What follows belongs to an exercise in optimizing a design on an open flow for small area, a short achievable clock period and few clock cycles; a production flow would make more cautious choices.
The RTL was checked by simulation tests, not by an equivalence proof against the original design.
Power figures rest on the tool's default switching activity, not on a simulated workload.

File: design/flow/run.sh
#!/bin/bash
# synth_recipe.tcl (not shown) runs the flow's synth.tcl, then flattens the netlist and writes it again
# the make line also repeats each setting of config.mk as NAME=value (left out here)
make -C /OpenROAD-flow-scripts/flow DESIGN_CONFIG=/design/flow/config.mk WORK_HOME=/design/flow/orfs CLKGATE_MAP_FILE= SYNTH_SCRIPT=/design/flow/synth_recipe.tcl finish
File: design/flow/config.mk
export PLATFORM = sky130hd
export DESIGN_NAME = ccpd_parser
export DESIGN_NICKNAME = ccpd_parser
export VERILOG_FILES = /design/flow/design.v
export SDC_FILE = /design/flow/constraint.sdc
export NUM_CORES = 4
export LEC_CHECK = 0
export CAP_MARGIN = 20
export CORE_MARGIN = 2
export CORE_UTILIZATION = 40
export PLACE_DENSITY = 0.6
export SETUP_SLACK_MARGIN = 1.5
export SLEW_MARGIN = 20
File: design/flow/constraint.sdc
create_clock -name core_clock -period 5.0 [get_ports {clk}]
set_input_delay 1.0000 -clock core_clock [delete_from_list [all_inputs] [get_ports {clk}]]
set_output_delay 1.0000 -clock core_clock [all_outputs]
set_load 0.01 [all_outputs]
File: design/flow/design.v
module ccpd_parser (
    input  wire        clk,
    input  wire        rst,
    input  wire        in_valid,
    output wire        in_ready,
    input  wire [31:0] in_data,
    input  wire [2:0]  in_nbytes,
    input  wire        in_last,
    output wire        hdr_valid,
    input  wire        hdr_ready,
    output reg  [4:0]  hdr_type,
    output reg  [2:0]  hdr_bank,
    output reg  [15:0] hdr_len,
    output reg  [2:0]  hdr_variant,
    output reg         hdr_listed,
    output wire        pl_valid,
    input  wire        pl_ready,
    output reg  [31:0] pl_data,
    output wire [2:0]  pl_nbytes,
    output wire        pl_last,
    output wire        done_valid,
    output wire        done_ok,
    output wire [31:0] done_pos,
    output wire [31:0] done_count
);
    localparam [2:0] V_GENERIC = 3'd0,
                     V_TILES   = 3'd1,
                     V_SPRITES = 3'd2,
                     V_PALETTE = 3'd3,
                     V_MAP     = 3'd4,
                     V_FLAGS   = 3'd5,
                     V_CODE    = 3'd6;
    function [3:0] dir_tab;
        input [8:0] x;
        begin
            dir_tab[0] = ((x & 9'd11) == 9'd1) | ((x & 9'd15) == 9'd8) | ((x & 9'd61) == 9'd8) | ((x & 9'd441) == 9'd8) | ((x & 9'd57) == 9'd33) | ((x & 9'd362) == 9'd34) | ((x & 9'd316) == 9'd36) | ((x & 9'd364) == 9'd36) | ((x & 9'd91) == 9'd74) | ((x & 9'd378) == 9'd74) | ((x & 9'd153) == 9'd129) | ((x & 9'd281) == 9'd257) | ((x & 9'd283) == 9'd266);
            dir_tab[1] = ((x & 9'd436) == 9'd4) | ((x & 9'd27) == 9'd9) | ((x & 9'd27) == 9'd10) | ((x & 9'd23) == 9'd16) | ((x & 9'd30) == 9'd16) | ((x & 9'd377) == 9'd41) | ((x & 9'd380) == 9'd44) | ((x & 9'd376) == 9'd48) | ((x & 9'd90) == 9'd66) | ((x & 9'd370) == 9'd66) | ((x & 9'd348) == 9'd68) | ((x & 9'd154) == 9'd130) | ((x & 9'd282) == 9'd258);
            dir_tab[2] = ((x & 9'd25) == 9'd25) | ((x & 9'd26) == 9'd26) | ((x & 9'd28) == 9'd28) | ((x & 9'd82) == 9'd82) | ((x & 9'd84) == 9'd84) | ((x & 9'd107) == 9'd107) | ((x & 9'd108) == 9'd108) | ((x & 9'd132) == 9'd132) | ((x & 9'd139) == 9'd139) | ((x & 9'd146) == 9'd146) | ((x & 9'd260) == 9'd260) | ((x & 9'd267) == 9'd267) | ((x & 9'd274) == 9'd274);
            dir_tab[3] = ((x & 9'd284) == 9'd4) | ((x & 9'd404) == 9'd4) | ((x & 9'd353) == 9'd33) | ((x & 9'd354) == 9'd34) | ((x & 9'd307) == 9'd35) | ((x & 9'd356) == 9'd36) | ((x & 9'd362) == 9'd66) | ((x & 9'd370) == 9'd66) | ((x & 9'd364) == 9'd68);
        end
    endfunction
    function [5:0] after_tab;
        input [5:0] x;
        begin
            after_tab[0] = ((x & 6'd17) == 6'd1) | ((x & 6'd17) == 6'd16);
            after_tab[1] = ((x & 6'd50) == 6'd2) | ((x & 6'd35) == 6'd3) | ((x & 6'd51) == 6'd16) | ((x & 6'd50) == 6'd32) | ((x & 6'd35) == 6'd33) | ((x & 6'd51) == 6'd50);
            after_tab[2] = ((x & 6'd52) == 6'd4) | ((x & 6'd37) == 6'd5) | ((x & 6'd22) == 6'd6) | ((x & 6'd38) == 6'd6) | ((x & 6'd7) == 6'd7) | ((x & 6'd23) == 6'd16) | ((x & 6'd38) == 6'd32) | ((x & 6'd53) == 6'd48);
            after_tab[3] = ((x & 6'd8) == 6'd0) | ((x & 6'd53) == 6'd5) | ((x & 6'd38) == 6'd6) | ((x & 6'd23) == 6'd7);
            after_tab[4] = ((x & 6'd63) == 6'd8) | ((x & 6'd63) == 6'd25) | ((x & 6'd63) == 6'd42) | ((x & 6'd63) == 6'd59);
            after_tab[5] = ((x & 6'd31) == 6'd24) | ((x & 6'd46) == 6'd40) | ((x & 6'd61) == 6'd56);
        end
    endfunction
    function [0:0] fits_tab;
        input [7:0] x;
        begin
            fits_tab[0] = ((x & 8'd60) == 8'd4) | ((x & 8'd123) == 8'd67) | ((x & 8'd116) == 8'd68) | ((x & 8'd186) == 8'd130) | ((x & 8'd179) == 8'd131) | ((x & 8'd172) == 8'd132) | ((x & 8'd180) == 8'd132) | ((x & 8'd249) == 8'd193) | ((x & 8'd242) == 8'd194) | ((x & 8'd235) == 8'd195) | ((x & 8'd228) == 8'd196);
        end
    endfunction
    function [0:0] exact_tab;
        input [7:0] x;
        begin
            exact_tab[0] = ((x & 8'd252) == 8'd4) | ((x & 8'd251) == 8'd67) | ((x & 8'd252) == 8'd76) | ((x & 8'd251) == 8'd130) | ((x & 8'd251) == 8'd139) | ((x & 8'd252) == 8'd148) | ((x & 8'd251) == 8'd193) | ((x & 8'd251) == 8'd202) | ((x & 8'd251) == 8'd211) | ((x & 8'd252) == 8'd220);
        end
    endfunction
    function [2:0] over_tab;
        input [8:0] x;
        begin
            over_tab[0] = ((x & 9'd60) == 9'd28) | ((x & 9'd91) == 9'd90) | ((x & 9'd378) == 9'd90) | ((x & 9'd123) == 9'd115) | ((x & 9'd380) == 9'd116) | ((x & 9'd140) == 9'd140) | ((x & 9'd155) == 9'd147) | ((x & 9'd155) == 9'd154) | ((x & 9'd268) == 9'd268) | ((x & 9'd283) == 9'd275) | ((x & 9'd283) == 9'd282);
            over_tab[1] = ((x & 9'd123) == 9'd123) | ((x & 9'd124) == 9'd124) | ((x & 9'd148) == 9'd148) | ((x & 9'd155) == 9'd155) | ((x & 9'd276) == 9'd276) | ((x & 9'd283) == 9'd283);
            over_tab[2] = ((x & 9'd449) == 9'd1) | ((x & 9'd387) == 9'd3) | ((x & 9'd260) == 9'd4) | ((x & 9'd354) == 9'd34) | ((x & 9'd354) == 9'd66);
        end
    endfunction
    function [3:0] onehot;
        input [1:0] v;
        onehot = 4'b0001 << v;
    endfunction
    reg        ib_full;
    reg [31:0] ib_data;
    reg [2:0]  n;              
    reg        ib_last;
    reg [23:0] prev;
    reg [16:0] d;              
    reg        d_neg;          
    reg        d_zero;         
    reg        d_big;          
    reg [1:0]  pk;             
    reg [29:0] bc;             
    reg [31:0] fpos;           
    reg [31:0] count;          
    reg        hs;             
    reg        pend;           
    reg [1:0]  pend_n;         
    reg        pend_last;
    reg        fin;            
    reg        fin_ok;
    reg        hc;             
    reg        direct;         
    reg [2:0]  dir_n;          
    reg        dir_last;       
    reg [3:0]  ps4;            
    reg [3:0]  hs4;            
    wire [7:0] b0 = ib_data[7:0];
    wire [7:0] b1 = ib_data[15:8];
    wire [7:0] b2 = ib_data[23:16];
    wire [7:0] b3 = ib_data[31:24];
    wire [7:0] p1 = prev[7:0];
    wire [7:0] p2 = prev[15:8];
    wire [7:0] p3 = prev[23:16];
    reg  [7:0] hb;
    always @(*) begin
        {hdr_len, hb} = ({24{hs4[0]}} & {b2, b1, b0})
                      | ({24{hs4[3]}} & {b1, b0, p3})
                      | ({24{hs4[2]}} & {b0, p3, p2})
                      | ({24{hs4[1]}} & {p3, p2, p1});
        hdr_type = hb[4:0];
        hdr_bank = hb[7:5];
    end
    function [3:0] variant_of;      
        input [4:0] t;
        begin
            variant_of[3] = ((t >= 5'd1) && (t <= 5'd6)) || (t == 5'd9) || (t == 5'd10)
                         || ((t >= 5'd12) && (t <= 5'd19));
            variant_of[0] = (t == 5'd1) || (t == 5'd12) || (t == 5'd6);
            variant_of[1] = (t == 5'd2) || (t == 5'd12) || (t == 5'd5);
            variant_of[2] = (t == 5'd4) || (t == 5'd6)  || (t == 5'd5);
        end
    endfunction
    always @(*) begin
        {hdr_listed, hdr_variant} = ({4{hs4[0]}} & variant_of(b0[4:0]))
                                  | ({4{hs4[3]}} & variant_of(p3[4:0]))
                                  | ({4{hs4[2]}} & variant_of(p2[4:0]))
                                  | ({4{hs4[1]}} & variant_of(p1[4:0]));
    end
    function [7:0] after_hdr;       
        input [15:0] ln;
        input [1:0]  kk;
        input [2:0]  nn;
        reg          lt8;
        begin
            lt8 = (ln[15:3] == 13'd0);
            after_hdr = {after_tab({kk, lt8, ln[2:0]}),
                         lt8 && fits_tab({kk, ln[2:0], nn}),
                         lt8 && exact_tab({kk, ln[2:0], nn})};
        end
    endfunction
    wire [7:0] ah0 = after_hdr({b2, b1}, 2'd0, n);
    wire [7:0] ah3 = after_hdr({b1, b0}, 2'd1, n);
    wire [7:0] ah2 = after_hdr({b0, p3}, 2'd2, n);
    wire [7:0] ah1 = after_hdr({p3, p2}, 2'd3, n);
    reg  [5:0] ah;
    reg        h_end;               
    reg        h_exact;             
    reg  [1:0] k;                   
    always @(*) begin
        {ah, h_end, h_exact} = ({8{hs4[0]}} & ah0) | ({8{hs4[3]}} & ah3)
                             | ({8{hs4[2]}} & ah2) | ({8{hs4[1]}} & ah1);
        k = {hs4[1] || hs4[2], hs4[1] || hs4[3]};
    end
    wire       cont  = !d_neg && !d_zero;
    wire [2:0] c_tab = over_tab({d_big, d[2:0], pk, n});
    wire       c_end = c_tab[2];
    wire [1:0] c_rem = c_tab[1:0];
    wire       c_def = cont && (c_rem != 2'd0) && (c_end || ib_last);
    reg  [2:0] h_av;
    always @(*) begin
        case ({k, n})
            5'b00_100: h_av = 3'd0;
            5'b01_100: h_av = 3'd1;
            5'b10_100: h_av = 3'd2;
            5'b11_100: h_av = 3'd3;
            5'b10_011: h_av = 3'd1;
            5'b11_011: h_av = 3'd2;
            5'b11_010: h_av = 3'd1;
            default:   h_av = 3'd0;
        endcase
    end
    wire [2:0] h_cnt   = h_end ? hdr_len[2:0] : h_av;
    wire       h_def   = hc && (h_cnt != 3'd0) && (h_end || ib_last);
    always @(*) begin
        pl_data = ({32{ps4[1]}} & {b0, p3, p2, p1})
                | ({32{ps4[2]}} & {b1, b0, p3, p2})
                | ({32{ps4[3]}} & {b2, b1, b0, p3})
                | ({32{ps4[0]}} & {b3, b2, b1, b0});
    end
    assign pl_nbytes = pend ? {1'b0, pend_n} : dir_n;
    assign pl_last   = pend ? pend_last : dir_last;
    wire act = ib_full && !fin;
    assign hdr_valid = act && hc && !hs;
    assign pl_valid  = pend || (act && direct);
    wire h0 = !hc || hs;
    wire x0 = !pend && (!ib_full || (act && h0 && !direct));
    wire x1 = !pend && act && !direct;
    wire x2 = (!pend && act && h0 && direct) || (pend && !ib_full) || (pend && act && !direct && h0);
    wire x3 = act && (pend ? !direct : direct);
    assign in_ready = x0 || (x1 && hdr_ready) || (x2 && pl_ready) || (x3 && hdr_ready && pl_ready);
    wire   retire   = ib_full && in_ready;
    wire   load     = in_ready && in_valid;
    assign done_valid = fin && (!pend || pl_ready);
    assign done_ok    = fin_ok;
    assign done_pos   = fpos;
    assign done_count = count;
    wire        comp = (cont && c_end) || (hc && h_end);
    wire        b4   = hc ? ah[4] : d[2];
    wire [1:0]  b10  = hc ? ah[1:0] : d[1:0];
    wire        ok   = (cont && !d_big && (d[2:0] == n))
                    || (hc && h_exact)
                    || (d_zero && (n == 3'd0));
    wire [29:0] bc1      = bc + 30'd1;
    wire [31:0] count1   = count + 32'd1;
    wire [31:0] fpos_new = b4 ? {bc1, 2'b00} : {bc, b10};
    wire [16:0] dn = hc ? ({1'b0, hdr_len} - {15'd0, k}) : (d - 17'd4);
    wire        cn_neg  = !d_big && !d[2];
    wire        cn_zero = !d_big && d[2];
    wire        cn_big  = !d_neg && ((d[15:4] != 12'd0) || (d[3] && (d[2:0] != 3'd0)));
    wire [2:0]  cn_low  = {!d[2], d[1:0]};
    wire [1:0]  pk_nx   = comp ? 2'd0 : hc ? k : pk;
    wire        r_neg  = hc ? ah[5] : cn_neg;
    wire        r_zero = hc ? ah[4] : cn_zero;
    wire        r_big  = hc ? ah[3] : cn_big;
    wire [2:0]  r_low  = hc ? ah[2:0] : cn_low;
    wire        r_def  = c_def || h_def;                  
    wire [1:0]  r_psel = c_def ? (2'd0 - pk) : d[1:0];
    wire [2:0]  n_in = (!in_last || in_nbytes[2]) ? 3'd4 : in_nbytes;
    function [5:0] decide;          
        input       neg, zero, big;
        input [2:0] low;
        input [1:0] kp;
        input [2:0] nn;
        reg         h;
        begin
            case (nn)
                3'd4:    h = neg || zero;
                3'd3:    h = neg;
                3'd2:    h = neg && (low[1:0] != 2'b11);
                3'd1:    h = neg && (low[1:0] == 2'b01);
                default: h = 1'b0;
            endcase
            decide = {h, !neg && !zero && ((kp != 2'd0) || (nn != 3'd0)),
                      dir_tab({big, low, kp, nn})};
        end
    endfunction
    wire [5:0] dec_ret = ib_last ? decide(1'b0, 1'b1, 1'b0, 3'd0, 2'd0, n_in)
                                 : decide(r_neg, r_zero, r_big, r_low, pk_nx, n_in);
    wire [5:0] dec_new = decide(d_neg, d_zero, d_big, d[2:0], pk, n_in);
    always @(posedge clk) begin
        if (retire)
            {hc, direct, dir_last, dir_n} <= dec_ret;
        else if (!ib_full)
            {hc, direct, dir_last, dir_n} <= dec_new;
        if (rst || (retire && ib_last)) begin
            d      <= 17'd0;
            d_neg  <= 1'b0;
            d_zero <= 1'b1;
            d_big  <= 1'b0;
            pk     <= 2'd0;
            hs4    <= 4'b0001;
        end else if (retire) begin
            d      <= dn;
            d_neg  <= r_neg;
            d_zero <= r_zero;
            d_big  <= r_big;
            pk     <= pk_nx;
            hs4    <= onehot(r_low[1:0]);
        end
        if (rst)
            pend <= 1'b0;
        else if (retire)
            pend <= r_def;
        else if (pl_ready)
            pend <= 1'b0;
        if (rst)
            ps4 <= 4'b0001;
        else if (retire)
            ps4 <= r_def ? onehot(r_psel) : onehot(2'd0 - (ib_last ? 2'd0 : pk_nx));
        else if (pend && pl_ready)
            ps4 <= onehot(2'd0 - pk);
        if (!rst && load)
            n <= n_in;
    end
    always @(posedge clk) begin
        if (rst) begin
            ib_full <= 1'b0;
            hs      <= 1'b0;
            fin     <= 1'b0;
            fin_ok  <= 1'b0;
            bc      <= 30'd0;
            fpos    <= 32'd0;
            count   <= 32'd0;
        end else begin
            if (act && !retire && hdr_valid && hdr_ready) hs <= 1'b1;
            if (done_valid) begin
                fin   <= 1'b0;
                fpos  <= 32'd0;
                count <= 32'd0;
            end
            if (retire) begin
                hs   <= 1'b0;
                prev <= ib_data[31:8];
                if (c_def || h_def) begin
                    pend_n    <= c_def ? c_rem : h_cnt[1:0];
                    pend_last <= c_def ? c_end : h_end;
                end
                if (comp) begin
                    fpos  <= fpos_new;
                    count <= count1;
                end
                if (ib_last) begin
                    fin    <= 1'b1;
                    fin_ok <= ok;
                    bc     <= 30'd0;
                end else begin
                    bc     <= bc1;
                end
            end
            if (in_ready) begin
                ib_full <= in_valid;
                if (in_valid) begin
                    ib_data <= in_data;
                    ib_last <= in_last;
                end
            end
        end
    end
endmodule
==> results of run 1 <==
## per-layer routing
metal	global-route usage (%)	routed length (µm)	part of all wire, %	up-vias
li1	-	-	-	6128
met1	37.21	19960	46	6348
met2	39.17	19330	44	563
met3	4.031	3037	7.0	68
met4	8.878	1132	2.6	0
met5	0	0	0	-
## power by group
| group | total [µW] | internal [µW] | switching, µW | leakage (µW) |
|---|---|---|---|---|
| Sequential | 1820 | 1720 | 98.7 | 0.00168 |
| Combinational | 1150 | 455 | 699 | 0.00333 |
| Clock | 1440 | 752 | 685 | 0.000279 |
## cell type report
type / count / area share (%)
clock inverter: 14 / 1.073
timing repair buffer: 235 / 14.49
inverter: 39 / 1.033
clock buffer: 18 / 2.747
antenna: 1 / 0.01602
sequential: 197 / 29.69
multi-input combinational: 1216 / 47.77
tap: 396 / 3.171
## logic make-up after synthesis
kind of cell | Yosys count | share of synthesized area [%]
AND/OR/NAND/NOR | 594 | 22.95
AO/OA/AOI/OAI | 537 | 28.26
flip-flops | 197 | 36.82
buffers and inverters | 169 | 5.249
XOR/XNOR | 54 | 3.758
adder cells (fa/ha/maj) | 19 | 1.929
multiplexers | 12 | 1.024
## how the worst max path moves through the flow
stage | start | to
after floorplan | ib_data[0] | fpos[14]
after global placement | pl_ready | prev[1]
after detailed placement | pl_ready | count[15]
after CTS | pl_ready | in_ready
after global routing | prev[19] | ps4[0]
final | hs4[1] | hdr_variant[0]
## Yosys cell counts, drive strengths merged (6+ instances only)
cell | instances | area share (%)
buf | 14 | 0.63
o21ai | 151 | 6.0
nand4b | 6 | 0.42
nand2b | 16 | 0.80
nor4 | 23 | 1.1
xor2 | 32 | 2.2
mux2i | 8 | 0.64
o41ai | 6 | 0.42
or3 | 8 | 0.40
a21o | 8 | 0.48
clkbuf | 116 | 3.5
nand4 | 25 | 1.2
a211oi | 25 | 1.7
o31ai | 15 | 1.0
nor2 | 131 | 3.9
nand3b | 10 | 0.60
dfxtp | 128 | 20
o22ai | 11 | 0.55
and3 | 22 | 1.1
nor3b | 6 | 0.36
nor2b | 20 | 0.99
or4 | 6 | 0.39
nand3 | 65 | 2.6
a31oi | 30 | 1.5
xnor2 | 22 | 1.5
a21oi | 101 | 4.1
nand2 | 188 | 5.6
ha | 17 | 1.7
inv | 39 | 1.2
a41oi | 8 | 0.62
edfxtp | 69 | 16
nor3 | 38 | 1.5
and2 | 10 | 0.50
a22oi | 115 | 6.9
a22o | 7 | 0.49
## what timing repair did
action,CTS,global route
setup endpoints to repair,106,74
pin swaps,1,4
buffers inserted,10,19
gates cloned,0,0
resized for setup,26,37
## through the flow
step	power (µW)	instances	instance area (µm²)	worst slack [ns]	hold WS, ns
2_1_floorplan	2495	1582	12590	1.752	0.4244
3_3_place_gp	2934	2054	14560	1.019	0.4354
3_5_place_dp	2933	2054	14560	0.9335	0.4378
4_1_cts	4382	2096	15340	1.403	0.4401
5_1_grt	4595	2116	15630	1.498	0.4501
6_report	4412	2116	15630	1.570	0.4377
## flip-flops by register name, indices dropped and copies added, names as in the netlist, 3 cells and up
signal and flops:
ps4 4, bc 30, dir_n 3, fpos 32
d 16, hs4 4, prev 24, ib_data 32
count 32, n 3
==> flow_summary.rst, run 1 <==
.. list-table::
   :header-rows: 1

   * - Metric
     - Value
   * - Clock tree root driver cell
     - clkbuf_16
   * - Main synth FF type
     - dfxtp_1
   * - Clk sink count
     - 197
   * - Multi-input combinational cell area
     - 0.007465 mm²
   * - Mapped Area
     - 0.01259 mm²
   * - CP arrival
     - 2.43 ns
   * - Headroom to the max-slew limit
     - 32.02%
   * - Cell count along the critical path
     - 5
   * - Clk Latency, worst-skew pair
     - 0.46 ns
   * - Synth Register Bits
     - 197
   * - Number of remaining DRC errors
     - 0
   * - Fin Setup TNS
     - 0 ns
   * - Clock slew at reported path FFs
     - 0.08 ns
   * - Final count of negative-setup-slack endpoints
     - 0
   * - Unrepaired setup endpoints after global routing
     - yes
   * - YS warnings
     - 1
   * - Clock tree from TritonCTS
     - yes
   * - Initial antenna violation count
     - 1
   * - Synth Net Count
     - 1641
   * - Number of cells on the worst reg-to-reg path
     - 8
   * - Type of destination of the critical path
     - primary output
   * - Worst IR drop on VDD
     - 0.3011 mV
   * - Buffers from clock root to sink, at most
     - 2
   * - Commonest non-fill, non-tap cell in the layout
     - nand2_1
   * - Max capacitance violation total
     - 0
   * - Detailed-placement wirelength estimate
     - 29800 µm
   * - CP cell instances
     - buf_6 > nor2b_1 > o21ai_0 > nand4_1 > clkdlybuf4s50_1
   * - Synthesized netlist cell count
     - 1582
   * - Shortest clock period the worst path allows after layout
     - 3.430 ns
   * - Number of DRC markers after the initial detailed-route iteration
     - 1453
   * - Max-slew violations
     - 0
   * - Area added between synthesis and finish
     - 24.15%
   * - Per-cell via count in the routed design
     - 6.194
   * - Worst Setup Path Type
     - reg2out
   * - Upper clock frequency limit
     - 291.6 MHz
   * - Type of element launching the critical path
     - register
   * - Power density cells
     - 282.4 mW/mm²
   * - Die Outline Area
     - 0.03290 mm²
   * - Die width
     - 181.4 µm
   * - Starting Density
     - 40.93%
   * - CP Max Fanout
     - 29
   * - H-tree depth
     - 4
   * - Critical hold path startpoint
     - ib_data[29]
   * - NumNets Final
     - 1765
   * - Antenna viol nets, final
     - 0
   * - Total global routing overflow
     - 0
   * - Fin util
     - 50.81%
   * - Overall die height
     - 181.4 µm
   * - First drt pass iteration count
     - 5
   * - Standard cell with the maximum stage delay on the critical path
     - dfxtp_1
   * - Static leakage
     - 0.005293 µW
   * - Commonest non-fill, non-tap cells in the layout
     - 188 x nand2_1, 168 x clkdlybuf4s50_1, 142 x o21ai_0
   * - Final worst clock skew
     - 0.01791 ns
   * - Data required time of the worst path
     - 4.00 ns
   * - Count of buffers from port buffering
     - 173
   * - Start of the worst register-to-register path
     - prev[19]
   * - EDFF count, synth
     - 69
   * - Fillers
     - 2948
   * - Average routed wire per standard cell
     - 20.54 µm
   * - Async S/R FF share, synth
     - 0%
   * - Wire length of the first global-routing pass
     - 67810 µm
   * - Number of buffers inserted during clock tree synthesis
     - 17
   * - Hold Path Cell Cnt
     - 0
   * - Stage delay of the slowest cell on the critical path
     - 0.55 ns
   * - Core ar.
     - 0.03075 mm²
   * - Path category of the worst min-delay check
     - reg2reg
   * - Area taken by flip-flops and latches
     - 0.004639 mm²
   * - Number of hold-repair buffers added at the cts stage
     - 0
   * - Vias in the first global route
     - 11730
   * - Buf/Inv on CP
     - 2
   * - Transition time at the pin with the least slew margin
     - 1.017 ns
   * - GR Util All Layers
     - 25.80%
   * - Outcome
     - complete, no violations
   * - Count of vias placed by the detailed router
     - 13110
   * - Slack of the worst reg-to-reg path
     - 1.58 ns
   * - Largest net degree at the start of global routing
     - 52
   * - Hold endpoint
     - prev[21]
   * - Gp weighted congestion
     - 0.9249
   * - Sequential-to-total area share from yosys stat
     - 36.82%
   * - Share of post-route cells with drive strength above 1
     - 8.668%
   * - Fin crit share
     - 68.60%
   * - Post-synth cell types
     - 85
   * - CP top delay family
     - buffers and inverters
   * - Routed wire length
     - 43450 µm
   * - Number of ports placed on the die boundary
     - 174
   * - Final hold viol count
     - 0
   * - Core Rows
     - 64
   * - Mean area per synthesized cell
     - 7.956 µm²
   * - Endpoint of the lowest-slack register-to-register path
     - ps4[0]
Testbench counts, summed over its fixed seeds: cycles 21,282.
==> run 2, diff against run 1 <==
--- a/design/flow/design.v
+++ b/design/flow/design.v
@@ -240,12 +240,13 @@
         end
     endfunction
-    wire [5:0] dec_ret = ib_last ? decide(1'b0, 1'b1, 1'b0, 3'd0, 2'd0, n_in)
-                                 : decide(r_neg, r_zero, r_big, r_low, pk_nx, n_in);
-    wire [5:0] dec_new = decide(d_neg, d_zero, d_big, d[2:0], pk, n_in);
+    wire        s_neg  = retire ? (!ib_last && r_neg) : d_neg;
+    wire        s_zero = retire ? (ib_last || r_zero) : d_zero;
+    wire        s_big  = retire ? (!ib_last && r_big) : d_big;
+    wire [2:0]  s_low  = retire ? (ib_last ? 3'd0 : r_low) : d[2:0];
+    wire [1:0]  s_pk   = retire ? (ib_last ? 2'd0 : pk_nx) : pk;
+    wire [5:0]  dec    = decide(s_neg, s_zero, s_big, s_low, s_pk, n_in);
     always @(posedge clk) begin
-        if (retire)
-            {hc, direct, dir_last, dir_n} <= dec_ret;
-        else if (!ib_full)
-            {hc, direct, dir_last, dir_n} <= dec_new;
+        if (retire || !ib_full)
+            {hc, direct, dir_last, dir_n} <= dec;
         if (rst || (retire && ib_last)) begin
             d      <= 17'd0;
==> flow_summary.rst, run 2 <==
.. list-table::
   :header-rows: 1

   * - Metric
     - Value
   * - Worst Hold Margin
     - 0.4458 ns
   * - Diodes inserted
     - 0
   * - Commonest non-fill, non-tap cells in the layout
     - 192 x nand2_1, 168 x clkdlybuf4s50_1, 121 x dfxtp_1
   * - Detailed-placement wirelength estimate
     - 28980 µm
   * - GR Util All Layers
     - 26.13%
   * - Number of DRC markers after the initial detailed-route iteration
     - 1252
   * - Total global routing overflow
     - 0
   * - Number of hold-repair buffers added at the cts stage
     - 0
   * - Transition time at the pin with the least slew margin
     - 0.7532 ns
   * - CP arrival
     - 2.39 ns
   * - Overall die height
     - 178.9 µm
   * - Worst IR drop on VDD
     - 0.2354 mV
   * - Clock tree root driver cell
     - clkbuf_16
   * - Unrepaired setup endpoints after global routing
     - no
   * - Clk sink count
     - 197
   * - Core Rows
     - 64
   * - Per-cell via count in the routed design
     - 6.046
   * - Synthesized netlist cell count
     - 1486
   * - First drt pass iteration count
     - 6
   * - Post-synth top cells
     - 192 x nand2_1, 128 x dfxtp_1, 118 x o21ai_0
   * - Max capacitance violation total
     - 0
   * - Share of post-route cells with drive strength above 1
     - 8.091%
   * - Mapped Area
     - 0.01224 mm²
   * - Clk Latency, worst-skew pair
     - 0.45 ns
   * - Average routed wire per standard cell
     - 20.98 µm
   * - Sequential-to-total area share from yosys stat
     - 37.87%
   * - Commonest non-fill, non-tap cell in the layout
     - nand2_1
   * - Upper clock frequency limit
     - 295.2 MHz
   * - Initial antenna violation count
     - 0
   * - Clock tree from TritonCTS
     - yes
   * - Largest net degree at the start of global routing
     - 50
   * - Biggest area consumer among synthesized cells
     - dfxtp_1
   * - Final hold viol count
     - 0
   * - Wire length of the first global-routing pass
     - 64940 µm
   * - Number of ports placed on the die boundary
     - 174
   * - EDFF count, synth
     - 69
   * - Synth Net Count
     - 1543
   * - Die Outline Area
     - 0.03201 mm²
   * - Gp weighted congestion
     - 0.8768
   * - Synth Register Bits
     - 197
   * - Number of remaining DRC errors
     - 0
   * - Count of vias placed by the detailed router
     - 12180
   * - YS warnings
     - 1
   * - Die width
     - 178.9 µm
   * - Power density cells
     - 266.8 mW/mm²
   * - Final worst clock skew
     - 0.01335 ns
   * - Shortest clock period the worst path allows after layout
     - 3.387 ns
   * - Worst Setup Path Type
     - reg2out
   * - Vias in the first global route
     - 11220
   * - Starting Density
     - 40.32%
   * - Count of buffers from port buffering
     - 173
   * - Path category of the worst min-delay check
     - reg2reg
   * - Clock slew at reported path FFs
     - 0.08 ns
   * - Fraction of synthesized cell area taken by the top area cell type
     - 20.94%
   * - Main synth FF type
     - dfxtp_1
   * - Antenna viol nets, final
     - 0
   * - Area added between synthesis and finish
     - 21.66%
   * - Outcome
     - complete, no violations
   * - Data required time of the worst path
     - 4.00 ns
   * - Buffers from clock root to sink, at most
     - 2
   * - Fin Setup TNS
     - 0 ns
   * - Routed wire length
     - 42270 µm
   * - Async S/R FF share, synth
     - 0%
   * - Max-slew violations
     - 0
   * - Static leakage
     - 0.005205 µW
   * - Dominant cells by area after synthesis
     - dfxtp_1 21%, edfxtp_1 17%, a22oi_1 6.9%
   * - Number of buffers inserted during clock tree synthesis
     - 17
   * - Mean area per synthesized cell
     - 8.236 µm²
   * - Fin crit share
     - 67.75%
   * - Post-synth cell types
     - 93
   * - Fillers
     - 2876
   * - Registers with the highest flip-flop counts
     - count (32), fpos (32), ib_data (32)
   * - Final count of negative-setup-slack endpoints
     - 0
   * - H-tree depth
     - 4
   * - CP Max Fanout
     - 18
   * - Core ar.
     - 0.03035 mm²
   * - NumNets Final
     - 1663
   * - Type of element launching the critical path
     - register
   * - Headroom to the max-slew limit
     - 49.79%
   * - Dominant cell by count in the synthesized netlist
     - nand2_1
   * - Type of destination of the critical path
     - primary output
[run 2: changes by cell type in the layout (fill, tap and decap cells not counted), sizes merged, moves of 6 or more]
cell and delta:
and4 +8, nand3 -26, nor2 -17, o21ai -22, nand4 -11, a21oi -23, buf -13, and3 +7
a41oi -6, o22ai -8, clkinvlp -7, inv +8, o31ai +9
[run 2: timing repair]
item / in CTS / in global routing
setup buffers: 13 / 11
pin swaps: 0 / 2
resized for setup: 13 / 11
endpoints found under the setup margin: 69 / 27
endpoints found under the hold margin: 0 / 0
[run 2: per-stage QoR]
step | total power, µW | utilization [%] | area, µm² | setup slack [ns] | std cells
detailed placement | 2610 | 46.42 | 14090 | 0.7679 | 1959
finish | 3973 | 49.06 | 14890 | 1.613 | 2015
floorplan | 2288 | - | 12240 | 1.750 | 1486
global route | 4131 | 49.06 | 14890 | 1.493 | 2015
global placement | 2608 | 46.42 | 14090 | 0.8439 | 1959
CTS | 3968 | 48.66 | 14770 | 1.387 | 2004
[run 2: cell type report]
class / count / area, µm² / area share, %
well taps: 396 / 495.5 / 3.328
repair buffers: 221 / 2090 / 14.03
clock buffers: 18 / 429.2 / 2.882
multi-input cells: 1126 / 6934 / 46.57
inverters: 43 / 161.4 / 1.084
flip-flops and latches: 197 / 4646 / 31.20
clock inverters: 14 / 133.9 / 0.8992
[run 2: report_power, final]
group          switching [µW]  leakage [µW]  internal, µW
Combinational             454       0.00324           337
Clock                     707      0.000272           660
Sequential               96.4       0.00169          1720
Total                    1260       0.00520          2720
[run 2: logic make-up after synthesis]
kind of cell	after synthesis	share of synthesized area, %
flip-flops	197	37.87
adder cells (fa/ha/maj)	16	1.697
buffers and inverters	163	6.063
XOR/XNOR	56	4.008
AO/OA/AOI/OAI	499	27.21
multiplexers	13	1.145
AND/OR/NAND/NOR	542	22.01
[run 2: critical path, stage by stage (launching register included)]
cell	delay (ns)
dfxtp_2	0.58
buf_4	0.33
a22oi_1	0.13
nand2_1	0.28
clkdlybuf4s50_1	0.61
[run 2: path summary, 6_finish.rpt]
path,startpoint,to,slack [ns],cells past startpoint
min reg2reg,ib_data[31],prev[23],0.45,0
min,ib_data[31],prev[23],0.45,0
max reg2reg,ib_data[0],dir_n[2],1.62,10
max,hs4[3],hdr_len[7],1.61,4
[run 2: layer usage]
layer / global-route usage (%) / vias to the layer above / part of all wire [%]
met5: 0 / - / 0
met4: 9.587 / 0 / 2.7
met3: 4.198 / 87 / 7.9
met2: 41.12 / 565 / 46
met1: 36.08 / 5796 / 44
li1: - / 5735 / -
Testbench counts of run 2, summed over its fixed seeds: cycles 21,282.
==> run 3, diff against run 2 <==
--- a/design/flow/config.mk
+++ b/design/flow/config.mk
@@ -10,4 +10,4 @@
 export CORE_UTILIZATION = 40
 export PLACE_DENSITY = 0.6
-export SETUP_SLACK_MARGIN = 1.5
+export SETUP_SLACK_MARGIN = 1.75
 export SLEW_MARGIN = 20
==> flow_summary.rst, run 3 <==
.. list-table::
   :header-rows: 1

   * - Metric
     - Value
   * - Largest net degree at the start of global routing
     - 50
   * - Commonest non-fill, non-tap cells in the layout
     - 185 x nand2_1, 164 x clkdlybuf4s50_1, 121 x dfxtp_1
   * - Max-slew violations
     - 0
   * - Transition time at the pin with the least slew margin
     - 0.7572 ns
   * - Number of ports placed on the die boundary
     - 174
   * - Clock tree root driver cell
     - clkbuf_16
   * - Worst Hold Margin
     - 0.4466 ns
   * - Gp weighted congestion
     - 0.8768
   * - Count of buffers from port buffering
     - 173
   * - Max capacitance violation total
     - 0
   * - Type of destination of the critical path
     - primary output
   * - Clk Latency, worst-skew pair
     - 0.45 ns
   * - Fillers
     - 2818
   * - Post-synth top cells
     - 192 x nand2_1, 128 x dfxtp_1, 118 x o21ai_0
   * - Headroom to the max-slew limit
     - 49.52%
   * - Core ar.
     - 0.03035 mm²
   * - Sequential-to-total area share from yosys stat
     - 37.87%
   * - Shortest clock period the worst path allows after layout
     - 3.273 ns
   * - Final hold viol count
     - 0
   * - Outcome
     - complete, no violations
   * - Registers with the highest flip-flop counts
     - count (32), fpos (32), ib_data (32)
   * - Biggest area consumer among synthesized cells
     - dfxtp_1
   * - Area taken by flip-flops and latches
     - 0.004653 mm²
   * - Number of buffers inserted during clock tree synthesis
     - 17
   * - Data required time of the worst path
     - 4.00 ns
   * - H-tree depth
     - 4
   * - Area added between synthesis and finish
     - 25.75%
   * - Vias in the first global route
     - 11500
   * - Synth Net Count
     - 1543
   * - CP Max Fanout
     - 13
   * - EDFF count, synth
     - 69
   * - Worst Setup Path Type
     - reg2out
   * - Clock slew at reported path FFs
     - 0.08 ns
   * - Unrepaired setup endpoints after global routing
     - yes
   * - Clk sink count
     - 197
   * - Mapped Area
     - 0.01224 mm²
   * - Mean area per synthesized cell
     - 8.236 µm²
   * - Worst Setup SP
     - prev[8]
   * - Number of remaining DRC errors
     - 0
   * - Routed wire length
     - 43690 µm
   * - Count of vias placed by the detailed router
     - 12440
   * - Fin Setup TNS
     - 0 ns
   * - Main synth FF type
     - dfxtp_1
   * - Power density cells
     - 263.0 mW/mm²
   * - Upper clock frequency limit
     - 305.5 MHz
   * - Detailed-placement wirelength estimate
     - 28980 µm
   * - Fin util
     - 50.71%
   * - Clock tree from TritonCTS
     - yes
   * - Final count of negative-setup-slack endpoints
     - 0
   * - Dominant cell by count in the synthesized netlist
     - nand2_1
   * - Antenna viol nets, final
     - 0
   * - Start of the worst register-to-register path
     - ib_data[0]
   * - Die Outline Area
     - 0.03201 mm²
   * - CP arrival
     - 2.27 ns
   * - Static leakage
     - 0.005421 µW
   * - Critical hold path startpoint
     - ib_data[29]
   * - Initial antenna violation count
     - 0
   * - Starting Density
     - 40.32%
   * - Total global routing overflow
     - 0
   * - Wire length of the first global-routing pass
     - 66230 µm
   * - Fin crit share
     - 65.46%
   * - Path category of the worst min-delay check
     - reg2reg
   * - Dominant cells by area after synthesis
     - dfxtp_1 21%, edfxtp_1 17%, a22oi_1 6.9%
   * - Number of hold-repair buffers added at the cts stage
     - 0
   * - YS warnings
     - 1
   * - Core Rows
     - 64
   * - Fraction of synthesized cell area taken by the top area cell type
     - 20.94%
   * - Diodes inserted
     - 0
   * - Die width
     - 178.9 µm
   * - Type of element launching the critical path
     - register
   * - Final worst clock skew
     - 0.01521 ns
   * - First drt pass iteration count
     - 5
   * - Average routed wire per standard cell
     - 21.33 µm
   * - Async S/R FF share, synth
     - 0%
   * - Post-synth cell types
     - 93
   * - Commonest non-fill, non-tap cell in the layout
     - nand2_1
   * - Synthesized netlist cell count
     - 1486
   * - Per-cell via count in the routed design
     - 6.073
   * - Buffers from clock root to sink, at most
     - 2
   * - Overall die height
     - 178.9 µm
   * - Multi-input combinational cell area
     - 0.007089 mm²
   * - Worst IR drop on VDD
     - 0.2154 mV
   * - Number of DRC markers after the initial detailed-route iteration
     - 1328
   * - GR Util All Layers
     - 26.74%
   * - Synth Register Bits
     - 197
   * - NumNets Final
     - 1696
   * - Share of post-route cells with drive strength above 1
     - 11.50%
run 3: cell types whose count changed in the layout (fill, tap and decap cells not counted), sizes merged:
| cell | change |
|---|---|
| buf | +31 |
| clkinvlp | +1 |
| bufbuf | +1 |
| clkdlybuf4s50 | -4 |
| clkdlybuf4s15 | +2 |
| inv | -1 |
| a2111o | +1 |
| clkbuf | +2 |
run 3: critical path, stage by stage (launching register included):
cell	delay [ns]
edfxtp_1	0.39
buf_6	0.17
ha_2	0.24
mux2_2	0.27
nand2_1	0.06
o31ai_1	0.08
a221o_1	0.38
clkdlybuf4s15_1	0.23
run 3: per-stage QoR:
| stage | instance area [µm²] | worst slack, ns | power, µW | cells |
|---|---|---|---|---|
| 4_1_cts | 15120 | 1.646 | 4025 | 2036 |
| 6_report | 15390 | 1.727 | 4047 | 2048 |
| 5_1_grt | 15390 | 1.623 | 4199 | 2048 |
| 3_5_place_dp | 14090 | 0.7679 | 2610 | 1959 |
| 2_1_floorplan | 12240 | 1.750 | 2288 | 1486 |
| 3_3_place_gp | 14090 | 0.8439 | 2608 | 1959 |
run 3: final cells by class:
cell class                 instances  share of cell area [%]
clock buffer                      18                   2.789
clock inverter                    14                  0.8699
inverter                          43                   1.073
multi-input combinational       1127                   46.06
sequential                       197                   30.24
tap                              396                   3.220
timing repair buffer             253                   15.75
run 3: where the power goes:
part	switching, µW	internal [µW]	leakage, µW
sequential	91.0	1720	0.00169
combinational	486	380	0.00346
clock	712	660	0.000272
run 3: path summary, 6_finish.rpt:
kind / endpoint / slack (ns) / cells after the start
max: hdr_variant[1] / 1.73 / 7
min reg2reg: prev[21] / 0.45 / 0
max reg2reg: dir_n[1] / 1.83 / 11
min: prev[21] / 0.45 / 0
run 3: what timing repair did:
action                                  4_1_cts  5_1_grt
pin swaps                                     7        8
endpoints found under the setup margin      162       63
resized for setup                            44       40
gates cloned                                  2        1
setup buffers                                43       11
run 3: layer usage:
layer  up-vias  track usage [%]  wire length [µm]  part of all wire (%)
met5         -                0                 0                     0
li1       5817                -                 -                     -
met4         0            10.13              1207                   2.8
met3        91            4.962              3715                   8.5
met2       604            42.13             20220                    46
met1      5926            36.34             18550                    42
run 3: cell families (layout without fill, tap and decap cells):
logic type               Yosys count  after routing  synth area share [%]
XOR/XNOR                          56             56                 4.008
multiplexers                      13             13                 1.145
buffers and inverters            163            328                 6.063
AND/OR/NAND/NOR                  542            542                 22.01
AO/OA/AOI/OAI                    499            500                 27.21
flip-flops                       197            197                 37.87
adder cells (fa/ha/maj)           16             16                 1.697
==> run 4, diff against run 3 <==
==> design/flow/flow/run.sh (new file) <==
#!/bin/bash
# The standard layout (standard.sh: the ORFS flow with its synthesis),
# with one change: the buffers ORFS puts on the input and output ports are
# sky130_fd_sc_hd__buf_1 instead of the clkdlybuf4s50 delay cells it picks by
# default. Every port still gets its buffer.
set -euo pipefail
export BUFFER_PORTS_ARGS="-buffer_cell sky130_fd_sc_hd__buf_1"
bash standard.sh finish > standard.log 2>&1
==> design/flow/standard.sh (new file) <==
#!/bin/bash
# synth_recipe.tcl (not shown) runs the flow's synth.tcl, then flattens the netlist and writes it again
# the make line also repeats each setting of config.mk as NAME=value (left out here)
make -C /OpenROAD-flow-scripts/flow DESIGN_CONFIG=/design/flow/config.mk WORK_HOME=/design/flow/orfs CLKGATE_MAP_FILE= SYNTH_SCRIPT=/design/flow/synth_recipe.tcl "${@:-finish}"
removed: design/flow/run.sh
==> flow_summary.rst, run 4 <==
.. list-table::
   :header-rows: 1

   * - Metric
     - Value
   * - Worst setup margin
     - 1.829 ns
   * - Post-place setup slack
     - 0.9541 ns
   * - Power density cells
     - 280.4 mW/mm²
   * - Post-synth top cells
     - 192 x nand2_1, 128 x dfxtp_1, 118 x o21ai_0
   * - Wire length of the first global-routing pass
     - 63280 µm
   * - Overall die height
     - 178.9 µm
   * - Clock tree from TritonCTS
     - yes
   * - Die width
     - 178.9 µm
   * - Per-cell via count in the routed design
     - 6.062
   * - Gp weighted congestion
     - 0.8786
   * - Number of ports placed on the die boundary
     - 174
   * - Endpoint of the lowest-slack register-to-register path
     - dir_n[2]
   * - Count of buffers from port buffering
     - 173
   * - Worst Setup Path Type
     - reg2reg
   * - Detailed-route wire length on metal 1
     - 17670 µm
   * - Max capacitance violation total
     - 0
   * - Slack of the worst reg-to-reg path
     - 1.83 ns
   * - Area added between synthesis and finish
     - 15.76%
   * - Async S/R FF share, synth
     - 0%
   * - Total cell area at the placement stage
     - 0.01303 mm²
   * - Antenna viol nets, final
     - 0
   * - Registers with the highest flip-flop counts
     - count (32), fpos (32), ib_data (32)
   * - Final hold viol count
     - 0
   * - Core Rows
     - 64
   * - Post-Layout Inst Area
     - 0.01417 mm²
   * - Dominant cell by count in the synthesized netlist
     - nand2_1
   * - Start of the worst register-to-register path
     - ib_data[11]
   * - Type of element launching the critical path
     - register
   * - Final worst clock skew
     - 0.01866 ns
   * - Data required time of the worst path
     - 5.20 ns
   * - Static leakage
     - 0.004922 µW
   * - Unrepaired setup endpoints after global routing
     - yes
   * - Synth Register Bits
     - 197
   * - Path category of the worst min-delay check
     - reg2reg
   * - Mapped Area
     - 0.01224 mm²
   * - Buffers from clock root to sink, at most
     - 2
   * - Count of vias placed by the detailed router
     - 12370
   * - Outcome
     - complete, no violations
   * - Starting Density
     - 40.32%
   * - Number of standard cells in the final layout excluding fillers
     - 2041
   * - Met2 Wirelength
     - 18950 µm
   * - EDFF count, synth
     - 69
   * - Largest net degree at the start of global routing
     - 48
   * - Top layer in use
     - met4
   * - Upper clock frequency limit
     - 315.4 MHz
   * - H-tree depth
     - 4
   * - Synth Net Count
     - 1543
   * - Final count of negative-setup-slack endpoints
     - 0
   * - YS warnings
     - 1
   * - Initial antenna violation count
     - 0
   * - NumNets Final
     - 1689
   * - GR Util All Layers
     - 25.43%
   * - Type of destination of the critical path
     - register
   * - Clock slew at reported path FFs
     - 0.08 ns
   * - Sequential-to-total area share from yosys stat
     - 37.87%
   * - Fin crit share
     - 63.41%
   * - Number of cells on the worst reg-to-reg path
     - 7
   * - Biggest area consumer among synthesized cells
     - dfxtp_1
   * - Clock tree root driver cell
     - clkbuf_16
   * - Clk sink count
     - 197
   * - Core ar.
     - 0.03035 mm²
   * - Share of post-route cells with drive strength above 1
     - 9.848%
   * - Fin Setup TNS
     - 0 ns
   * - Clk Latency, worst-skew pair
     - 0.46 ns
   * - Capturing element of the worst setup path
     - dir_n[2]
   * - Worst IR drop on VDD
     - 0.2663 mV
   * - Detailed-placement wirelength estimate
     - 27800 µm
   * - Main synth FF type
     - dfxtp_1
   * - Worst Setup SP
     - ib_data[11]
   * - CP Max Fanout
     - 11
   * - Max-slew violations
     - 0
   * - Vias in the first global route
     - 11150
   * - Headroom to the max-slew limit
     - 51.39%
   * - Fin util
     - 46.68%
   * - Number of DRC markers after the initial detailed-route iteration
     - 1398
   * - Shortest clock period the worst path allows after layout
     - 3.171 ns
   * - Total global routing overflow
     - 0
   * - Placed Cells
     - 1961
   * - First drt pass iteration count
     - 6
   * - Die Outline Area
     - 0.03201 mm²
   * - Mean area per synthesized cell
     - 8.236 µm²
   * - Commonest non-fill, non-tap cell in the layout
     - nand2_1
   * - Wire length on met3
     - 3675 µm
   * - Diodes inserted
     - 0
   * - Synthesized netlist cell count
     - 1486
   * - CP arrival
     - 3.37 ns
   * - Fraction of synthesized cell area taken by the top area cell type
     - 20.94%
   * - Dominant cells by area after synthesis
     - dfxtp_1 21%, edfxtp_1 17%, a22oi_1 6.9%
   * - Average routed wire per standard cell
     - 20.28 µm
   * - Commonest non-fill, non-tap cells in the layout
     - 191 x nand2_1, 170 x buf_1, 128 x dfxtp_1
   * - Transition time at the pin with the least slew margin
     - 0.7196 ns
   * - Routed wire length
     - 41400 µm
   * - Number of buffers inserted during clock tree synthesis
     - 17
   * - Post-synth cell types
     - 93
   * - Number of hold-repair buffers added at the cts stage
     - 0
   * - Number of remaining DRC errors
     - 0
[run 4: cell counts after synthesis]
Identical to the previous run, type by type.
[run 4: how the worst min path moves through the flow]
stage | startpoint | slack, ns | endpoint | cells past startpoint
global route | ib_data[29] | 0.46 | prev[21] | 0
finish | ib_data[29] | 0.45 | prev[21] | 0
detailed placement | ib_data[24] | 0.44 | prev[16] | 0
CTS | ib_data[24] | 0.45 | prev[16] | 0
floorplan | ib_data[24] | 0.43 | prev[16] | 0
global placement | ib_data[29] | 0.43 | prev[21] | 0
[run 4: report_power, final]
| part | internal (µW) | switching [µW] |
|---|---|---|
| sequential | 1720 | 76.0 |
| combinational | 258 | 484 |
| clock | 720 | 717 |
| total | 2700 | 1280 |
[run 4: kinds of logic (layout without fill, tap and decap cells)]
group | Yosys count | count (layout) | share of synthesized area [%]
AO/OA/AOI/OAI | 499 | 501 | 27.21
XOR/XNOR | 56 | 56 | 4.008
adder cells (fa/ha/maj) | 16 | 16 | 1.697
buffers and inverters | 163 | 320 | 6.063
flip-flops | 197 | 197 | 37.87
multiplexers | 13 | 13 | 1.145
AND/OR/NAND/NOR | 542 | 542 | 22.01
[run 4: worst max-delay path, stage by stage (launching register included)]
cell and delay, ns:
edfxtp_1 0.60, or4_1 0.59, o31ai_1 0.25, or4b_4 0.56, a32oi_4 0.43, nand2_1 0.12
a211oi_1 0.25, o22ai_1 0.11
[run 4: what timing repair did]
action	in CTS	in global routing
pin swaps	1	5
buffers inserted	14	32
setup endpoints to repair	60	55
gates resized for setup	10	22
cloned	1	1
endpoints found under the hold margin	0	0
[run 4: layout make-up]
class	instances	area (µm²)
fillers	3011	16180
multi-input cells	1128	7023
flip-flops and latches	197	4634
repair buffers	245	1242
well taps	396	495.5
clock buffers	17	425.4
clock inverters	15	176.4
inverters	43	168.9
[run 4: stage by stage]
stage          power (µW)  hold slack, ns
2_1_floorplan        2288          0.4272
3_3_place_gp         2505          0.4344
3_5_place_dp         2508          0.4356
4_1_cts              3958          0.4534
5_1_grt              4121          0.4577
6_report             3973          0.4476
[run 4: metal layers]
metal,vias up,track usage [%]
met3,93,4.983
met1,5863,35.53
met2,602,39.29
met4,0,8.266
met5,-,0
li1,5814,-
==> run 5, diff against run 4 <==
--- a/design/flow/design.v
+++ b/design/flow/design.v
@@ -80,4 +80,6 @@
     reg        ib_last;
     reg [23:0] prev;
+    reg [3:0]  ibv;            
+    reg [3:0]  pvv;            
     reg [16:0] d;              
     reg        d_neg;          
@@ -127,8 +129,5 @@
     endfunction
     always @(*) begin
-        {hdr_listed, hdr_variant} = ({4{hs4[0]}} & variant_of(b0[4:0]))
-                                  | ({4{hs4[3]}} & variant_of(p3[4:0]))
-                                  | ({4{hs4[2]}} & variant_of(p2[4:0]))
-                                  | ({4{hs4[1]}} & variant_of(p1[4:0]));
+        {hdr_listed, hdr_variant} = hs4[0] ? ibv : pvv;
     end
     function [7:0] after_hdr;       
@@ -298,4 +297,7 @@
                 hs   <= 1'b0;
                 prev <= ib_data[31:8];
+                pvv  <= ({4{r_low[1:0] == 2'd1}} & variant_of(b1[4:0]))
+                      | ({4{r_low[1:0] == 2'd2}} & variant_of(b2[4:0]))
+                      | ({4{r_low[1:0] == 2'd3}} & variant_of(b3[4:0]));
                 if (c_def || h_def) begin
                     pend_n    <= c_def ? c_rem : h_cnt[1:0];
@@ -318,4 +320,5 @@
                 if (in_valid) begin
                     ib_data <= in_data;
+                    ibv     <= variant_of(in_data[4:0]);
                     ib_last <= in_last;
                 end
==> design/flow/run.sh (new file) <==
#!/bin/bash
# synth_recipe.tcl (not shown) runs the flow's synth.tcl, then flattens the netlist and writes it again
# the make line also repeats each setting of config.mk as NAME=value (left out here)
make -C /OpenROAD-flow-scripts/flow DESIGN_CONFIG=/design/flow/config.mk WORK_HOME=/design/flow/orfs CLKGATE_MAP_FILE= SYNTH_SCRIPT=/design/flow/synth_recipe.tcl finish
removed: design/flow/flow/run.sh
removed: design/flow/standard.sh
==> flow_summary.rst, run 5 <==
.. list-table::
   :header-rows: 1

   * - Metric
     - Value
   * - Sw Ratio
     - 28.90%
   * - Commonest non-fill, non-tap cells in the layout
     - 182 x nand2_1, 170 x clkdlybuf4s50_1, 132 x a21oi_1
   * - Routed wire length
     - 42110 µm
   * - Type of destination of the critical path
     - primary output
   * - Area added between synthesis and finish
     - 28.15%
   * - Slack of the worst reg-to-reg path
     - 1.85 ns
   * - Commonest non-fill, non-tap cell in the layout
     - nand2_1
   * - Shortest clock period the worst path allows after layout
     - 3.245 ns
   * - Diodes inserted
     - 0
   * - Total global routing overflow
     - 0
   * - Buffers from clock root to sink, at most
     - 3
   * - Overall die height
     - 180.7 µm
   * - Path category of the worst min-delay check
     - reg2reg
   * - Dominant cells by area after synthesis
     - dfxtp_1 21%, edfxtp_1 19%, a22oi_1 6.7%
   * - Clock tree from TritonCTS
     - yes
   * - Max capacitance violation total
     - 0
   * - GR Util All Layers
     - 24.70%
   * - Worst Setup Path Type
     - reg2out
   * - Post-synth top cells
     - 189 x nand2_1, 136 x a21oi_1, 128 x dfxtp_1
   * - Number of buffers inserted during clock tree synthesis
     - 26
   * - Average routed wire per standard cell
     - 20.00 µm
   * - Int Pwr
     - 3255 µW
   * - Post-synth cell types
     - 86
   * - Number of ports placed on the die boundary
     - 174
   * - Synthesized netlist cell count
     - 1530
   * - Power density cells
     - 286.0 mW/mm²
   * - Clk Latency, worst-skew pair
     - 0.55 ns
   * - Total power draw
     - 4578 µW
   * - Fin Setup TNS
     - 0 ns
   * - Final count of negative-setup-slack endpoints
     - 0
   * - Per-cell via count in the routed design
     - 5.950
   * - Die width
     - 180.7 µm
   * - Static leakage
     - 0.005641 µW
   * - Clk sink count
     - 205
   * - Synth Register Bits
     - 205
   * - Net switching power
     - 1323 µW
   * - Type of element launching the critical path
     - register
   * - Hold endpoint
     - prev[21]
   * - Registers with the highest flip-flop counts
     - count (32), fpos (32), ib_data (32)
   * - Starting Density
     - 40.74%
   * - Proportion of power drawn by flip-flops and latches
     - 41.0%
   * - Number of remaining DRC errors
     - 0
   * - Synth Net Count
     - 1588
   * - Final hold viol count
     - 0
   * - Antenna viol nets, final
     - 0
   * - Final worst clock skew
     - 0.01295 ns
   * - H-tree depth
     - 1
   * - Worst IR drop on VDD
     - 0.2464 mV
   * - Transition time at the pin with the least slew margin
     - 0.8571 ns
   * - Data required time of the worst path
     - 4.00 ns
   * - Comb power frac
     - 18.2%
   * - Endpoint of the lowest-slack register-to-register path
     - dir_n[0]
   * - Fraction of synthesized cell area taken by the top area cell type
     - 20.51%
   * - Clock tree root driver cell
     - clkbuf_16
   * - Wire length of the first global-routing pass
     - 66040 µm
   * - Critical hold path startpoint
     - ib_data[29]
   * - Unrepaired setup endpoints after global routing
     - yes
   * - EDFF count, synth
     - 77
   * - CP Max Fanout
     - 5
   * - Number of cells on the worst reg-to-reg path
     - 9
   * - Main synth FF type
     - dfxtp_1
   * - CP arrival
     - 2.25 ns
   * - Headroom to the max-slew limit
     - 42.33%
   * - Fillers
     - 2904
   * - Initial antenna violation count
     - 0
   * - Fin crit share
     - 64.90%
   * - Vias in the first global route
     - 11590
   * - Core Rows
     - 64
   * - Start of the worst register-to-register path
     - ib_data[9]
   * - Clock group share of total power
     - 40.8%
   * - NumNets Final
     - 1750
   * - Count of buffers from port buffering
     - 173
   * - YS warnings
     - 1
   * - Outcome
     - complete, no violations
   * - Async S/R FF share, synth
     - 0%
   * - Share of post-route cells with drive strength above 1
     - 12.05%
   * - Largest net degree at the start of global routing
     - 40
   * - Dominant cell by count in the synthesized netlist
     - nand2_1
   * - Biggest area consumer among synthesized cells
     - dfxtp_1
   * - Die Outline Area
     - 0.03266 mm²
   * - Clock slew at reported path FFs
     - 0.05 ns
   * - First drt pass iteration count
     - 5
   * - Detailed-placement wirelength estimate
     - 27610 µm
   * - Mapped Area
     - 0.01249 mm²
   * - Number of hold-repair buffers added at the cts stage
     - 0
   * - Upper clock frequency limit
     - 308.2 MHz
   * - Number of DRC markers after the initial detailed-route iteration
     - 1238
   * - Gp weighted congestion
     - 0.8999
   * - Hold Path Cell Cnt
     - 0
   * - Sequential-to-total area share from yosys stat
     - 39.02%
   * - Count of vias placed by the detailed router
     - 12530
   * - Mean area per synthesized cell
     - 8.166 µm²
   * - Core ar.
     - 0.03067 mm²
   * - Max-slew violations
     - 0
[run 5: cell families after synthesis]
group | Yosys count | share of synthesized area, %
DFF | 205 | 39.02
and+or+nand+nor | 547 | 21.41
buffers and inverters | 175 | 5.458
muxes | 14 | 1.202
adders and majority gates | 18 | 1.843
xor gates and xnor gates | 56 | 3.926
AOI/OAI and AO/OA | 515 | 27.14
[run 5: metrics by stage]
stage | hold WS, ns | util [%] | instances | area [µm²] | setup WS [ns]
after floorplan | 0.4206 | - | 1530 | 12510 | 1.917
after global placement | 0.4408 | 47.14 | 1998 | 14460 | 1.144
after detailed placement | 0.4386 | 47.14 | 1998 | 14460 | 1.128
after CTS | 0.4519 | 50.89 | 2072 | 15610 | 1.636
after global routing | 0.4686 | 52.20 | 2106 | 16010 | 1.674
final | 0.4516 | 52.20 | 2106 | 16010 | 1.755
[run 5: timing repair]
action | 4_1_cts | 5_1_grt
gates resized for setup | 36 | 36
pin swaps | 5 | 5
setup endpoints to repair | 164 | 119
setup buffers | 25 | 34
gates cloned | 3 | 0
[run 5: area by class of cell]
type	count	area, µm²	share of cell area (%)
Multi-Input combinational cell	1152	7168	44.77
Sequential cell	205	4901	30.61
Timing Repair Buffer	259	2410	15.05
Clock buffer	34	710.7	4.439
Tap cell	396	495.5	3.095
Inverter	47	183.9	1.149
Clock inverter	12	136.4	0.8518
Timing Repair inverter	1	5.005	0.03126
[run 5: how the worst max path moves through the flow]
stage                from         end  slack [ns]  cells after the start
2_1_floorplan   hdr_ready    dir_n[2]        1.92                     10
3_3_place_gp     pl_ready    dir_n[0]        1.14                      9
3_5_place_dp     pl_ready    dir_n[2]        1.13                      9
4_1_cts            hs4[3]  hdr_len[8]        1.64                      5
5_1_grt        ib_data[8]  hdr_len[8]        1.67                      5
6_report       ib_data[8]  hdr_len[8]        1.75                      5
[run 5: power by group through the flow]
stage | clock [µW] | sequential, µW | combinational [µW]
global route | 1970 | 1880 | 905
floorplan | 0 | 1860 | 477
global placement | 0 | 1920 | 750
CTS | 1900 | 1880 | 785
detailed placement | 0 | 1920 | 752
finish | 1870 | 1880 | 834
[run 5: critical path, cell delays in order (launching register included)]
cell	delay [ns]
edfxtp_1	0.49
buf_4	0.19
a22oi_1	0.21
and2_2	0.25
inv_1	0.08
clkdlybuf4s50_1	0.48
[run 5: layer usage]
| metal | vias to the layer above | GRT usage [%] | share of wire, % |
|---|---|---|---|
| met3 | 66 | 3.024 | 6.6 |
| met2 | 507 | 38.04 | 45 |
| met1 | 5967 | 36.65 | 46 |
| met5 | - | 0 | 0 |
| li1 | 5991 | - | - |
| met4 | 0 | 6.129 | 2.4 |
Testbench counts of run 5, summed over its fixed seeds: cycles 21,282.
==> run 6, diff against run 5 <==
--- a/design/flow/design.v
+++ b/design/flow/design.v
@@ -80,6 +80,4 @@
     reg        ib_last;
     reg [23:0] prev;
-    reg [3:0]  ibv;            
-    reg [3:0]  pvv;            
     reg [16:0] d;              
     reg        d_neg;          
@@ -129,5 +127,8 @@
     endfunction
     always @(*) begin
-        {hdr_listed, hdr_variant} = hs4[0] ? ibv : pvv;
+        {hdr_listed, hdr_variant} = ({4{hs4[0]}} & variant_of(b0[4:0]))
+                                  | ({4{hs4[3]}} & variant_of(p3[4:0]))
+                                  | ({4{hs4[2]}} & variant_of(p2[4:0]))
+                                  | ({4{hs4[1]}} & variant_of(p1[4:0]));
     end
     function [7:0] after_hdr;       
@@ -208,5 +209,8 @@
     wire [31:0] count1   = count + 32'd1;
     wire [31:0] fpos_new = b4 ? {bc1, 2'b00} : {bc, b10};
-    wire [16:0] dn = hc ? ({1'b0, hdr_len} - {15'd0, k}) : (d - 17'd4);
+    wire        borrow = ({1'b0, hdr_len[1:0]} < {1'b0, k});
+    wire [1:0]  lo_k   = hdr_len[1:0] - k;
+    wire [14:0] hi_src = hc ? {1'b0, hdr_len[15:2]} : d[16:2];
+    wire [16:0] dn     = {hi_src - {14'd0, !hc || borrow}, hc ? lo_k : d[1:0]};
     wire        cn_neg  = !d_big && !d[2];
     wire        cn_zero = !d_big && d[2];
@@ -279,4 +283,13 @@
     end
     always @(posedge clk) begin
+        if (rst || done_valid) begin
+            fpos  <= 32'd0;
+            count <= 32'd0;
+        end else if (retire && comp) begin
+            fpos  <= fpos_new;
+            count <= count1;
+        end
+    end
+    always @(posedge clk) begin
         if (rst) begin
             ib_full <= 1'b0;
@@ -285,27 +298,15 @@
             fin_ok  <= 1'b0;
             bc      <= 30'd0;
-            fpos    <= 32'd0;
-            count   <= 32'd0;
         end else begin
             if (act && !retire && hdr_valid && hdr_ready) hs <= 1'b1;
-            if (done_valid) begin
+            if (done_valid)
                 fin   <= 1'b0;
-                fpos  <= 32'd0;
-                count <= 32'd0;
-            end
             if (retire) begin
                 hs   <= 1'b0;
                 prev <= ib_data[31:8];
-                pvv  <= ({4{r_low[1:0] == 2'd1}} & variant_of(b1[4:0]))
-                      | ({4{r_low[1:0] == 2'd2}} & variant_of(b2[4:0]))
-                      | ({4{r_low[1:0] == 2'd3}} & variant_of(b3[4:0]));
                 if (c_def || h_def) begin
                     pend_n    <= c_def ? c_rem : h_cnt[1:0];
                     pend_last <= c_def ? c_end : h_end;
                 end
-                if (comp) begin
-                    fpos  <= fpos_new;
-                    count <= count1;
-                end
                 if (ib_last) begin
                     fin    <= 1'b1;
@@ -320,5 +321,4 @@
                 if (in_valid) begin
                     ib_data <= in_data;
-                    ibv     <= variant_of(in_data[4:0]);
                     ib_last <= in_last;
                 end
==> flow_summary.rst, run 6 <==
.. list-table::
   :header-rows: 1

   * - Metric
     - Value
   * - Post-synth top cells
     - 146 x nor2_1, 137 x nand2_1, 128 x dfxtp_1
   * - Routed wire length
     - 42730 µm
   * - Synthesized netlist cell count
     - 1440
   * - Wire length of the first global-routing pass
     - 65130 µm
   * - Clock slew at reported path FFs
     - 0.08 ns
   * - Clock group share of total power
     - 35.9%
   * - Final hold viol count
     - 0
   * - Dominant cell by count in the synthesized netlist
     - nor2_1
   * - Int Pwr
     - 2793 µW
   * - Per-cell via count in the routed design
     - 6.096
   * - Die Outline Area
     - 0.03125 mm²
   * - CP cell instances
     - buf_4 > buf_4 > nor3_1 > and4_4 > a21boi_4 > o41ai_4 > a21oi_4 > nand4_1 > buf_6 > or4_1 > a21oi_1
   * - Fin Setup TNS
     - 0 ns
   * - Standard cell with the maximum stage delay on the critical path
     - edfxtp_1
   * - Clk sink count
     - 197
   * - Clock tree root driver cell
     - clkbuf_16
   * - CP top delay family
     - simple AND/OR/NAND/NOR gates
   * - Worst IR drop on VDD
     - 0.2256 mV
   * - Upper clock frequency limit
     - 300.5 MHz
   * - Buf/Inv on CP
     - 3
   * - Worst Hold Margin
     - 0.4634 ns
   * - Total power draw
     - 3997 µW
   * - Antenna viol nets, final
     - 0
   * - Core Rows
     - 63
   * - Type of element launching the critical path
     - register
   * - Worst setup margin
     - 1.672 ns
   * - Worst Setup Path Type
     - reg2reg
   * - Headroom to the max-slew limit
     - 37.02%
   * - Main synth FF type
     - dfxtp_1
   * - CP Max Fanout
     - 7
   * - Biggest area consumer among synthesized cells
     - dfxtp_1
   * - Initial antenna violation count
     - 4
   * - EDFF count, synth
     - 69
   * - Unrepaired setup endpoints after global routing
     - yes
   * - Outcome
     - complete, no violations
   * - First drt pass iteration count
     - 6
   * - Static leakage
     - 0.005674 µW
   * - Synth Net Count
     - 1501
   * - Total global routing overflow
     - 0
   * - Fraction of synthesized cell area taken by the top area cell type
     - 21.46%
   * - Die width
     - 176.8 µm
   * - Fin util
     - 53.46%
   * - Registers with the highest flip-flop counts
     - count (32), fpos (32), ib_data (32)
   * - Fin crit share
     - 66.57%
   * - Count of buffers from port buffering
     - 173
   * - Number of DRC markers after the initial detailed-route iteration
     - 1584
   * - Synth Register Bits
     - 197
   * - Sequential-to-total area share from yosys stat
     - 38.81%
   * - Average routed wire per standard cell
     - 21.01 µm
   * - Stage delay of the slowest cell on the critical path
     - 0.46 ns
   * - Number of remaining DRC errors
     - 0
   * - Type of destination of the critical path
     - register
   * - YS warnings
     - 1
   * - NumNets Final
     - 1691
   * - Async S/R FF share, synth
     - 0%
   * - Max-slew violations
     - 0
   * - Overall die height
     - 176.8 µm
   * - Final count of negative-setup-slack endpoints
     - 0
   * - Core ar.
     - 0.02948 mm²
   * - Dominant cells by area after synthesis
     - dfxtp_1 21%, edfxtp_1 17%, a22oi_1 7.2%
   * - Commonest non-fill, non-tap cell in the layout
     - clkdlybuf4s50_1
   * - CP arrival
     - 3.70 ns
   * - Clk Latency, worst-skew pair
     - 0.45 ns
   * - Path category of the worst min-delay check
     - reg2reg
   * - Post-place setup slack
     - 0.7984 ns
   * - Proportion of power drawn by flip-flops and latches
     - 44.5%
   * - Mapped Area
     - 0.01194 mm²
   * - Transition time at the pin with the least slew margin
     - 0.9448 ns
   * - Data required time of the worst path
     - 5.37 ns
   * - Max capacitance violation total
     - 0
   * - GR Util All Layers
     - 26.50%
   * - Shortest clock period the worst path allows after layout
     - 3.328 ns
   * - Detailed-placement wirelength estimate
     - 27830 µm
   * - Net switching power
     - 1204 µW
   * - Number of ports placed on the die boundary
     - 174
   * - Final worst clock skew
     - 0.01402 ns
   * - Commonest non-fill, non-tap cells in the layout
     - 164 x clkdlybuf4s50_1, 142 x nor2_1, 136 x nand2_1
   * - Sw Ratio
     - 30.13%
   * - H-tree depth
     - 4
   * - Share of post-route cells with drive strength above 1
     - 14.97%
   * - Cell with the most instances on the worst path
     - buf_4
   * - Number of buffers inserted during clock tree synthesis
     - 17
   * - Power density cells
     - 253.6 mW/mm²
   * - Starting Density
     - 40.51%
   * - Buffers from clock root to sink, at most
     - 2
   * - Largest net degree at the start of global routing
     - 50
   * - Post-synth cell types
     - 85
   * - Mean area per synthesized cell
     - 8.294 µm²
   * - Vias in the first global route
     - 11480
   * - Gp weighted congestion
     - 0.9646
   * - Clock tree from TritonCTS
     - yes
   * - Area added between synthesis and finish
     - 31.98%
   * - Comb power frac
     - 19.5%
   * - Count of vias placed by the detailed router
     - 12400
[run 6: final timing paths]
check	from	slack, ns	endpoint	cells past startpoint
setup / recovery	prev[21]	1.67	count[24]	11
hold / removal	ib_data[31]	0.46	prev[23]	0
setup reg to reg	prev[21]	1.67	count[24]	11
hold reg to reg	ib_data[31]	0.46	prev[23]	0
[run 6: per-stage QoR]
stage,std cells,area (µm²)
6_report,2034,15760
5_1_grt,2033,15760
4_1_cts,1996,15280
3_5_place_dp,1906,13940
3_3_place_gp,1906,13940
2_1_floorplan,1440,12020
[run 6: layout make-up]
| class | count | area (µm²) |
|---|---|---|
| fill | 2725 | 13720 |
| multi-input combinational | 1082 | 7131 |
| sequential | 197 | 4644 |
| timing repair buffer | 295 | 2746 |
| tap | 390 | 488.0 |
| clock buffer | 18 | 430.4 |
| clock inverter | 14 | 177.7 |
| inverter | 37 | 141.4 |
| antenna | 1 | 2.502 |
[run 6: worst register-to-register path, delay by kind of cell, from the launching register on]
kind	cells	cell delay, ns
flops	1	0.46
buf+inv	3	0.54
compound gates	4	0.88
simple gates	4	1.39
[run 6: power by group through the flow]
stage / logic (µW) / clock network (µW) / registers, µW
floorplan: 418 / 0 / 1780
CTS: 732 / 1470 / 1780
finish: 781 / 1440 / 1780
detailed placement: 661 / 0 / 1830
global placement: 659 / 0 / 1830
global route: 836 / 1520 / 1780
[run 6: timing repair]
item                                    CTS  global route
hold buffers                              0             0
gates resized for setup                  71            48
gates cloned                              2             2
buffers inserted                         56            35
endpoints found under the setup margin  151            82
pin swaps                                14            22
[run 6: per-layer routing]
layer  vias up  global-route usage [%]  part of all wire, %
li1       5734                       -                    -
met1      5918                   36.93                   43
met2       649                   41.16                   45
met3        97                   5.326                  9.3
met4         2                   8.402                  2.6
met5         -                       0                0.037
[run 6: cell families after synthesis]
logic type      synth area share, %
xor+xnor                      4.694
compound gates                26.50
buf+inv                       5.385
mux                           1.152
simple gates                  21.14
flops                         38.81
fa+ha+maj                     2.326
Testbench counts of run 6, summed over its fixed seeds: cycles 21,282.
